Background: an optimization exercise with open tools, aiming at small area. Do not read the settings as production practice.
Only simulation tests tie the RTL to the original design; equivalence was not proved.
Power is estimated from default activity; no workload was simulated.

==> flow/design.v <==
module mdu_rx_engine (
    input  wire        clk,
    input  wire        rst,           
    input  wire        t_valid,
    input  wire [31:0] t_us,
    output wire        t_ready,
    input  wire [2:0]  rate,          
    input  wire        selected,      
    input  wire        q_pop,         
    output reg         q_full,        
    output reg         rx_active,
    output reg         frame_start,   
    output reg         byte_valid,    
    output reg  [7:0]  byte_data,
    output reg         pkt_done,      
    output reg         pkt_queued,
    output reg         pkt_nack,
    output reg         pkt_ack,
    output reg         ack_pulse,     
    output reg  [31:0] ack_dur
);
    localparam [1:0] SYM_ZERO = 2'd0, SYM_ONE = 2'd1, SYM_ACKREQ = 2'd2, SYM_INVALID = 2'd3;
    localparam [1:0] ST_PREAMBLE = 2'd0, ST_DATA = 2'd1, ST_ENDBIT = 2'd2, ST_ACKREQ = 2'd3;
    localparam [8:0]  PKT_CAP = 9'd268;
    localparam [8:0]  PKT_MIN = 9'd5;
    localparam [7:0]  RX_PREAMBLE_MIN = 8'd2;
    localparam [31:0] CMD_BUSY           = 32'hFFFFFFF2;
    localparam [31:0] CMD_ZSU_SALSA20_IV = 32'hFFFFFFF7;
    localparam [31:0] CMD_ZSU_UPDATE     = 32'hFFFFFFF8;
    localparam [31:0] CMD_ZPP_UPDATE     = 32'hFFFFFF08;
    reg [31:0] w_one_min, w_one_max, w_zero_min, w_zero_max, w_ackreq_min, w_ackreq_max, w_ack;
    always @* begin
        case (rate)
            3'd1:    begin w_one_min = 7;    w_one_max = 12;   w_zero_min = 15;   w_zero_max = 25;
                           w_ackreq_min = 30;   w_ackreq_max = 50;   w_ack = 10;  end
            3'd2:    begin w_one_min = 15;   w_one_max = 25;   w_zero_min = 30;   w_zero_max = 50;
                           w_ackreq_min = 45;   w_ackreq_max = 75;   w_ack = 20;  end
            3'd3:    begin w_one_min = 30;   w_one_max = 50;   w_zero_min = 60;   w_zero_max = 100;
                           w_ackreq_min = 90;   w_ackreq_max = 150;  w_ack = 40;  end
            3'd4:    begin w_one_min = 67;   w_one_max = 82;   w_zero_min = 135;  w_zero_max = 165;
                           w_ackreq_min = 202;  w_ackreq_max = 247;  w_ack = 75;  end
            default: begin w_one_min = 1080; w_one_max = 1320; w_zero_min = 2160; w_zero_max = 2640;
                           w_ackreq_min = 3240; w_ackreq_max = 3960; w_ack = 100; end
        endcase
    end
    localparam [31:0] F_ONE_MIN = 1080, F_ONE_MAX = 1320, F_ZERO_MIN = 2160, F_ZERO_MAX = 2640;
    localparam [31:0] F_ACKREQ_MIN = 3240, F_ACKREQ_MAX = 3960, F_ACK = 100;
    wire in_zero   = (t_us >= w_zero_min   && t_us <= w_zero_max)   || (t_us >= F_ZERO_MIN   && t_us <= F_ZERO_MAX);
    wire in_one    = (t_us >= w_one_min    && t_us <= w_one_max)    || (t_us >= F_ONE_MIN    && t_us <= F_ONE_MAX);
    wire in_f_ackreq = (t_us >= F_ACKREQ_MIN && t_us <= F_ACKREQ_MAX);
    wire in_ackreq = (t_us >= w_ackreq_min && t_us <= w_ackreq_max) || in_f_ackreq;
    reg [1:0] sym;
    always @* begin
        if (in_zero)        sym = SYM_ZERO;
        else if (in_one)    sym = SYM_ONE;
        else if (in_ackreq) sym = SYM_ACKREQ;
        else                sym = SYM_INVALID;
    end
    wire [31:0] ack_duration = in_f_ackreq ? F_ACK : w_ack;
    reg [1:0]  rx_state;
    reg [7:0]  rx_bit_count;
    reg [7:0]  rx_acc;
    reg [7:0]  rx_crc8;
    reg [31:0] rx_crc32;
    reg [8:0]  rx_len;
    reg [31:0] rx_cmd;         
    reg        rx_nack;
    reg        rx_ack;
    wire [7:0] acc_next = {rx_acc[6:0], (sym == SYM_ONE)};
    reg [7:0] crc8_next;
    reg [31:0] crc32_next;
    integer i;
    always @* begin
        crc8_next = rx_crc8 ^ acc_next;
        for (i = 0; i < 8; i = i + 1)
            crc8_next = crc8_next[0] ? ((crc8_next >> 1) ^ 8'h8C) : (crc8_next >> 1);
        crc32_next = rx_crc32;
        for (i = 7; i >= 0; i = i - 1)
            crc32_next = crc32_next[31] ? ({crc32_next[30:0], acc_next[i]} ^ 32'h04C11DB7)
                                        : {crc32_next[30:0], acc_next[i]};
    end
    reg v_ok, v_nack, v_ack;
    always @* begin
        v_ok = 1'b0; v_nack = 1'b0; v_ack = 1'b0;
        if (rx_len < PKT_MIN) begin
            v_nack = 1'b1;
        end else if (q_full) begin
            v_nack = 1'b1;
            v_ack  = (rx_cmd == CMD_BUSY) && (rx_crc8 == 8'd0);
        end else if (rx_cmd == CMD_ZSU_UPDATE || rx_cmd == CMD_ZPP_UPDATE) begin
            v_nack = (rx_crc32 != 32'd0);
            v_ack  = (rx_crc32 != 32'd0);
            v_ok   = (rx_crc32 == 32'd0);
        end else if (rx_cmd == CMD_ZSU_SALSA20_IV) begin
            v_nack = (rx_crc8 != 8'd0);
            v_ack  = (rx_crc8 != 8'd0);
            v_ok   = (rx_crc8 == 8'd0);
        end else begin
            v_nack = (rx_crc8 != 8'd0);
            v_ok   = (rx_crc8 == 8'd0);
        end
    end
    wire [7:0] cnt_inc = (rx_bit_count == 8'hFF) ? rx_bit_count : rx_bit_count + 8'd1;
    assign t_ready = 1'b1;
    wire accept = t_valid && t_ready;
    always @(posedge clk) begin
        frame_start <= 1'b0;
        byte_valid  <= 1'b0;
        pkt_done    <= 1'b0;
        ack_pulse   <= 1'b0;
        if (rst) begin
            rx_state     <= ST_PREAMBLE;
            rx_bit_count <= 8'd0;
            rx_acc       <= 8'd0;
            rx_crc8      <= 8'd0;
            rx_crc32     <= 32'hFFFFFFFF;
            rx_len       <= 9'd0;
            rx_cmd       <= 32'd0;
            rx_nack      <= 1'b0;
            rx_ack       <= 1'b0;
            rx_active    <= 1'b0;
            q_full       <= 1'b0;
            byte_data    <= 8'd0;
            pkt_queued   <= 1'b0;
            pkt_nack     <= 1'b0;
            pkt_ack      <= 1'b0;
            ack_dur      <= 32'd0;
        end else begin
            if (q_pop)
                q_full <= 1'b0;
            if (accept) begin
                if (sym == SYM_ACKREQ && rx_state != ST_ACKREQ) begin
                    rx_state     <= ST_ACKREQ;
                    rx_bit_count <= 8'd1;
                    if (!selected) begin
                        rx_state     <= ST_PREAMBLE;
                        rx_bit_count <= 8'd0;
                        rx_acc       <= 8'd0;
                        rx_crc8      <= 8'd0;
                        rx_crc32     <= 32'hFFFFFFFF;
                        rx_len       <= 9'd0;
                        rx_nack      <= 1'b0;
                        rx_ack       <= 1'b0;
                    end
                end else begin
                    case (rx_state)
                    ST_PREAMBLE: begin
                        if (sym == SYM_ONE) begin
                            rx_bit_count <= cnt_inc;
                        end else if (sym == SYM_ZERO && rx_bit_count >= RX_PREAMBLE_MIN) begin
                            rx_active    <= 1'b1;
                            frame_start  <= 1'b1;
                            rx_bit_count <= 8'd0;
                            rx_acc       <= 8'd0;
                            rx_crc8      <= 8'd0;
                            rx_crc32     <= 32'hFFFFFFFF;
                            rx_len       <= 9'd0;
                            rx_state     <= ST_DATA;
                        end else begin
                            rx_bit_count <= 8'd0;
                            rx_acc       <= 8'd0;
                            rx_crc8      <= 8'd0;
                            rx_crc32     <= 32'hFFFFFFFF;
                            rx_len       <= 9'd0;
                            rx_nack      <= 1'b0;
                            rx_ack       <= 1'b0;
                        end
                    end
                    ST_DATA: begin
                        if (sym == SYM_INVALID) begin
                            rx_state     <= ST_PREAMBLE;
                            rx_bit_count <= 8'd0;
                            rx_acc       <= 8'd0;
                            rx_crc8      <= 8'd0;
                            rx_crc32     <= 32'hFFFFFFFF;
                            rx_len       <= 9'd0;
                            rx_nack      <= 1'b0;
                            rx_ack       <= 1'b0;
                        end else if (rx_bit_count == 8'd7) begin
                            if (rx_len == PKT_CAP) begin
                                rx_state     <= ST_PREAMBLE;
                                rx_bit_count <= 8'd0;
                                rx_acc       <= 8'd0;
                                rx_crc8      <= 8'd0;
                                rx_crc32     <= 32'hFFFFFFFF;
                                rx_len       <= 9'd0;
                                rx_nack      <= 1'b0;
                                rx_ack       <= 1'b0;
                            end else begin
                                rx_crc8      <= crc8_next;
                                rx_crc32     <= crc32_next;
                                if (rx_len < 9'd4)
                                    rx_cmd <= {rx_cmd[23:0], acc_next};
                                rx_len       <= rx_len + 9'd1;
                                rx_acc       <= 8'd0;
                                rx_bit_count <= 8'd0;
                                rx_state     <= ST_ENDBIT;
                                byte_valid   <= 1'b1;
                                byte_data    <= acc_next;
                            end
                        end else begin
                            rx_acc       <= acc_next;
                            rx_bit_count <= rx_bit_count + 8'd1;
                        end
                    end
                    ST_ENDBIT: begin
                        if (sym == SYM_ZERO) begin
                            rx_state <= ST_DATA;
                        end else if (sym == SYM_ONE) begin
                            rx_nack      <= v_nack;
                            rx_ack       <= v_ack;
                            if (v_ok)
                                q_full <= 1'b1;
                            pkt_done     <= 1'b1;
                            pkt_queued   <= v_ok;
                            pkt_nack     <= v_nack;
                            pkt_ack      <= v_ack;
                            rx_bit_count <= 8'd0;
                            rx_acc       <= 8'd0;
                            rx_crc8      <= 8'd0;
                            rx_crc32     <= 32'hFFFFFFFF;
                            rx_len       <= 9'd0;
                            rx_state     <= ST_ACKREQ;
                        end else begin
                            rx_state     <= ST_PREAMBLE;
                            rx_bit_count <= 8'd0;
                            rx_acc       <= 8'd0;
                            rx_crc8      <= 8'd0;
                            rx_crc32     <= 32'hFFFFFFFF;
                            rx_len       <= 9'd0;
                            rx_nack      <= 1'b0;
                            rx_ack       <= 1'b0;
                        end
                    end
                    default: begin  
                        if (!selected || sym != SYM_ACKREQ) begin
                            rx_state     <= ST_PREAMBLE;
                            rx_bit_count <= 8'd0;
                            rx_acc       <= 8'd0;
                            rx_crc8      <= 8'd0;
                            rx_crc32     <= 32'hFFFFFFFF;
                            rx_len       <= 9'd0;
                            rx_nack      <= 1'b0;
                            rx_ack       <= 1'b0;
                        end else begin
                            rx_bit_count <= cnt_inc;
                            if ((cnt_inc >= 8'd2 && cnt_inc <= 8'd4 && rx_nack) ||
                                (cnt_inc >= 8'd6 && cnt_inc <= 8'd8 && rx_ack)) begin
                                ack_pulse <= 1'b1;
                                ack_dur   <= ack_duration;
                            end
                        end
                    end
                    endcase
                end
            end
        end
    end
endmodule
==> flow/run.sh <==
#!/bin/bash
# synth_recipe.tcl (not shown) runs the flow's synth.tcl, then flattens the netlist and writes it again
# the make line also repeats each setting of config.mk as NAME=value (left out here)
make -C /OpenROAD-flow-scripts/flow DESIGN_CONFIG=/design/flow/config.mk WORK_HOME=/design/flow/orfs CLKGATE_MAP_FILE= SYNTH_SCRIPT=/design/flow/synth_recipe.tcl finish
==> flow/config.mk <==
export PLATFORM = sky130hd
export DESIGN_NAME = mdu_rx_engine
export DESIGN_NICKNAME = mdu_rx_engine
export VERILOG_FILES = /design/flow/design.v
export SDC_FILE = /design/flow/constraint.sdc
export NUM_CORES = 4
export LEC_CHECK = 0
export CAP_MARGIN = 20
export CORE_MARGIN = 2
export CORE_UTILIZATION = 40
export PLACE_DENSITY = 0.6
export SLEW_MARGIN = 20
==> flow/constraint.sdc <==
create_clock -name core_clock -period 10.0 [get_ports {clk}]
set_input_delay 2.0000 -clock core_clock [delete_from_list [all_inputs] [get_ports {clk}]]
set_output_delay 2.0000 -clock core_clock [all_outputs]
set_load 0.01 [all_outputs]
==> qor.txt <==
Period minus WS final: 7.21 ns
Placed Instances: 1276
Worst skew pair latency: 0.43 ns
Top delay family on crit path: compound AO/OA/AOI/OAI gates
CTS Buf Count: 17
Slew Limit Fails: 0
# IOs: 90
Yosys top cell area share: 0.299
Total grt overflow: 0
Worst Hold Launch: ack_dur[3]
Critical-path cell list: clkdlybuf4s50_1, nor3b_2, a21oi_1, nand2_1, ha_1, nand2_1, nor4_1, a21o_1, o2111ai_1, and3_1, a21o_1, a211oi_4, nand2b_2, buf_4, a211o_1
DR WL/cell: 16.5 um
Setup Skew: 0.0123 ns
Final Cycle Share: 0.721
Sequential fraction of the synthesis area: 0.299
Die height: 148 um
Total die area: 21900 um2
Post-route ant nets: 0
Resized Gates After CTS: 0
Setup TNS: 0 ns
Post-place setup slack: 2.44 ns
Critical path buffer and inverter count: 2
Post-synth top cells: dfxtp_1 (124), nor2_1 (92), a21oi_1 (72)
Power Density: 131 nW/um2
Crit end category: register
Vias in the first global route: 6739
Flop pwr share: 0.404
Number of setup buffers added after CTS: 0
Max Buffers Root-to-Sink: 2
Port-buffer cells: 63
Initial DRC Count: 455
# rows: 52
Clock slew at reported path FFs: 0.06 ns
DR vias/cell: 5.48
Crit path max-delay cell type: a211oi_4
CP required: 10.31 ns
Status: finished clean
FFs w/ async S/R, synth: 0
Crit path DAT: 7.52 ns
Vias: 7165
Post-Layout Cell Count: 1308
CP max stage delay: 0.55 ns
Antenna diodes: 0
Ranking of synthesized cells by area: dfxtp_1 (30%), xnor2_1 (7.5%), ha_1 (7.1%), mux2i_1 (5.4%), a21oi_1 (4.3%)
Avg Cell Area, Syn: 8.32 um2
Clock group share of total power: 0.479
Gr usage total: 0.200
Initial antenna violation count: 0
P_sw: 0.000355 W
Largest net degree at the start of global routing: 81
Final Setup Violations: 0
Die X: 148 um
Number of enable flip-flop cells after synthesis: 0
DP Area: 8950 um2
Leak Pwr: 3.82 nW
Final hold vios: 0
Crit Path Category: in2reg
Switching Share: 0.285
Worst R2R Start: rx_state[0]
Synth Flop Type: dfxtp_1
CTS tree: built
Comb pwr share: 0.118
Max-cap violation count: 0
Post-route DRC: 0
Clock sinks: 124
Fillers: 1992
Root Driver: clkbuf_16
Post-Synthesis Cells: 997
Post-Syn Area: 8290 um2
RSZ-0062 raised after global routing: false
Net count reported at finish: 1112
Final instance area: 9520 um2
Area Overhead vs Synth: 14.8%
Final wirelength: 21600 um
CP max FO: 37
Yosys reg bits: 124
Synth area leader: dfxtp_1
Most frequent cell after synthesis: dfxtp_1
Worst vdd ir: 0.000124 V
H-Tree Depth: 4
DR pass1 iterations: 5
First-pass GRT wire length: 35300 um
Synth warnings: 1
Slew @ Worst Pin: 0.979 ns
Achievable Freq: 0.139 GHz
Relative slew slack: 0.347
Core area: 20300 um2
Initial Utilization: 0.409
Setup crit start: rate[2]
Post-synth cell types: 69
Post-route setup slack: 2.79 ns
# hold bufs at CTS: 0
Placer Congestion: 0.933
Internal Power: 0.000889 W
Worst Setup Start Kind: input port
Dpl hpwl: 15500 um
Hold Crit Class: reg2reg
Share of post-route cells with drive strength above 1: 0.0559
per-stage QoR:
step	hold WS (ns)	util	power, W
2_1_floorplan	0.450	-	0.000621
3_3_place_gp	0.448	0.441	0.000658
3_5_place_dp	0.449	0.441	0.000658
4_1_cts	0.458	0.469	0.00126
5_1_grt	0.487	0.469	0.00130
6_report	0.454	0.469	0.00124
cell families after synthesis:
logic type / share of synthesized area
XOR/XNOR: 0.110
multiplexers: 0.0543
AO/OA/AOI/OAI: 0.171
AND/OR/NAND/NOR: 0.227
adder cells (fa/ha/maj): 0.0709
other: 0.000906
buffers and inverters: 0.0664
flip-flops: 0.299
registers in the layout, summed over array words and instances (netlist names), 2 cells and up:
register / count
byte_data: 8
rx_cmd: 32
rx_acc: 7
rx_state: 2
rx_crc32: 32
rx_len: 9
ack_dur: 7
rx_crc8: 8
rx_bit_count: 8
routing by layer:
layer | track usage | vias to the layer above | routed length [um]
met2 | 0.305 | 217 | 9360
met1 | 0.284 | 3340 | 10700
li1 | - | 3585 | -
met4 | 0.0600 | 0 | 274
met3 | 0.0414 | 23 | 1230
met5 | 0 | - | 0
power groups by stage:
stage | registers, W | logic [W] | clock network (W)
3_3_place_gp | 0.000513 | 0.000145 | 0
2_1_floorplan | 0.000510 | 0.000112 | 0
4_1_cts | 0.000502 | 0.000145 | 0.000610
3_5_place_dp | 0.000513 | 0.000145 | 0
6_report | 0.000502 | 0.000147 | 0.000596
5_1_grt | 0.000502 | 0.000162 | 0.000631
cell type report:
class	instances	area [um2]	area share
tap	270	338	0.0355
clock buffer	17	425	0.0447
inverter	27	101	0.0106
multi-input combinational	786	5360	0.563
timing repair buffer	69	673	0.0707
sequential	124	2480	0.261
clock inverter	15	144	0.0151
layout by cell type (no fill, tap or decap), types with 5 or more instances in the layout:
master	Yosys	layout
or3_1	7	7
and2_1	9	9
nand3_1	36	36
nand4b_1	7	7
buf_4	31	7
o21bai_1	16	16
and4_1	9	9
nor4_1	24	24
a211o_1	19	19
mux2i_1	45	45
xor2_1	28	28
a211oi_1	9	9
ha_1	47	47
or4_1	7	7
o31ai_1	7	7
inv_1	26	26
inv_8	0	7
clkbuf_16	0	17
nor2_1	92	92
a21oi_1	72	72
a21o_1	9	9
o21ai_0	37	37
nand4_1	17	17
nor3_1	31	31
and3_1	9	9
clkdlybuf4s50_1	0	62
nand2_1	61	61
o211ai_1	6	6
nand2b_1	19	18
dfxtp_1	124	124
xnor2_1	71	71
nor2b_1	6	5
conb_1	2	26
worst min-delay path, stage by stage (launching register included):
cell and delay, ns:
dfxtp_1 0.31, nand2_1 0.05, a21oi_1 0.05
path summary, 6_finish.rpt:
check | end | slack, ns | depth (start not counted)
worst max-delay path | rx_crc32[2] | 2.79 | 15
worst min-delay path | ack_dur[3] | 0.45 | 2
worst max register to register | rx_crc32[2] | 6.72 | 6
worst min register to register | ack_dur[3] | 0.45 | 2

afterwards: timing with drivers on the ports:
The flow's constraints put no driver on any port. The routed layout listed below was extracted and timed again, unchanged, in two steps.
Step 1: set_driving_cell puts a clkbuf_16 on clk and a buf_2 on each other input, an assumption about the parent block.
Step 2, shift: input delay + t, output delay - t, t = (earliest + latest rising clock arrival at the registers) / 2. This alone moves slack from input paths to output paths.
Slacks: no drivers / after step 1 / after step 2; pairs: no drivers / after step 1.
shift t [ns]: 0.463
setup slack, ns: 2.793 / 2.815 / 2.352
hold WS [ns]: 0.454 / 0.454 / 0.454
latest minus earliest clock arrival (ns): 0.013 / 0.012
After both steps setup and hold are still met in this run. For this run, drivers alone change the setup slack by +0.022 ns; drivers and shift together by -0.441 ns.
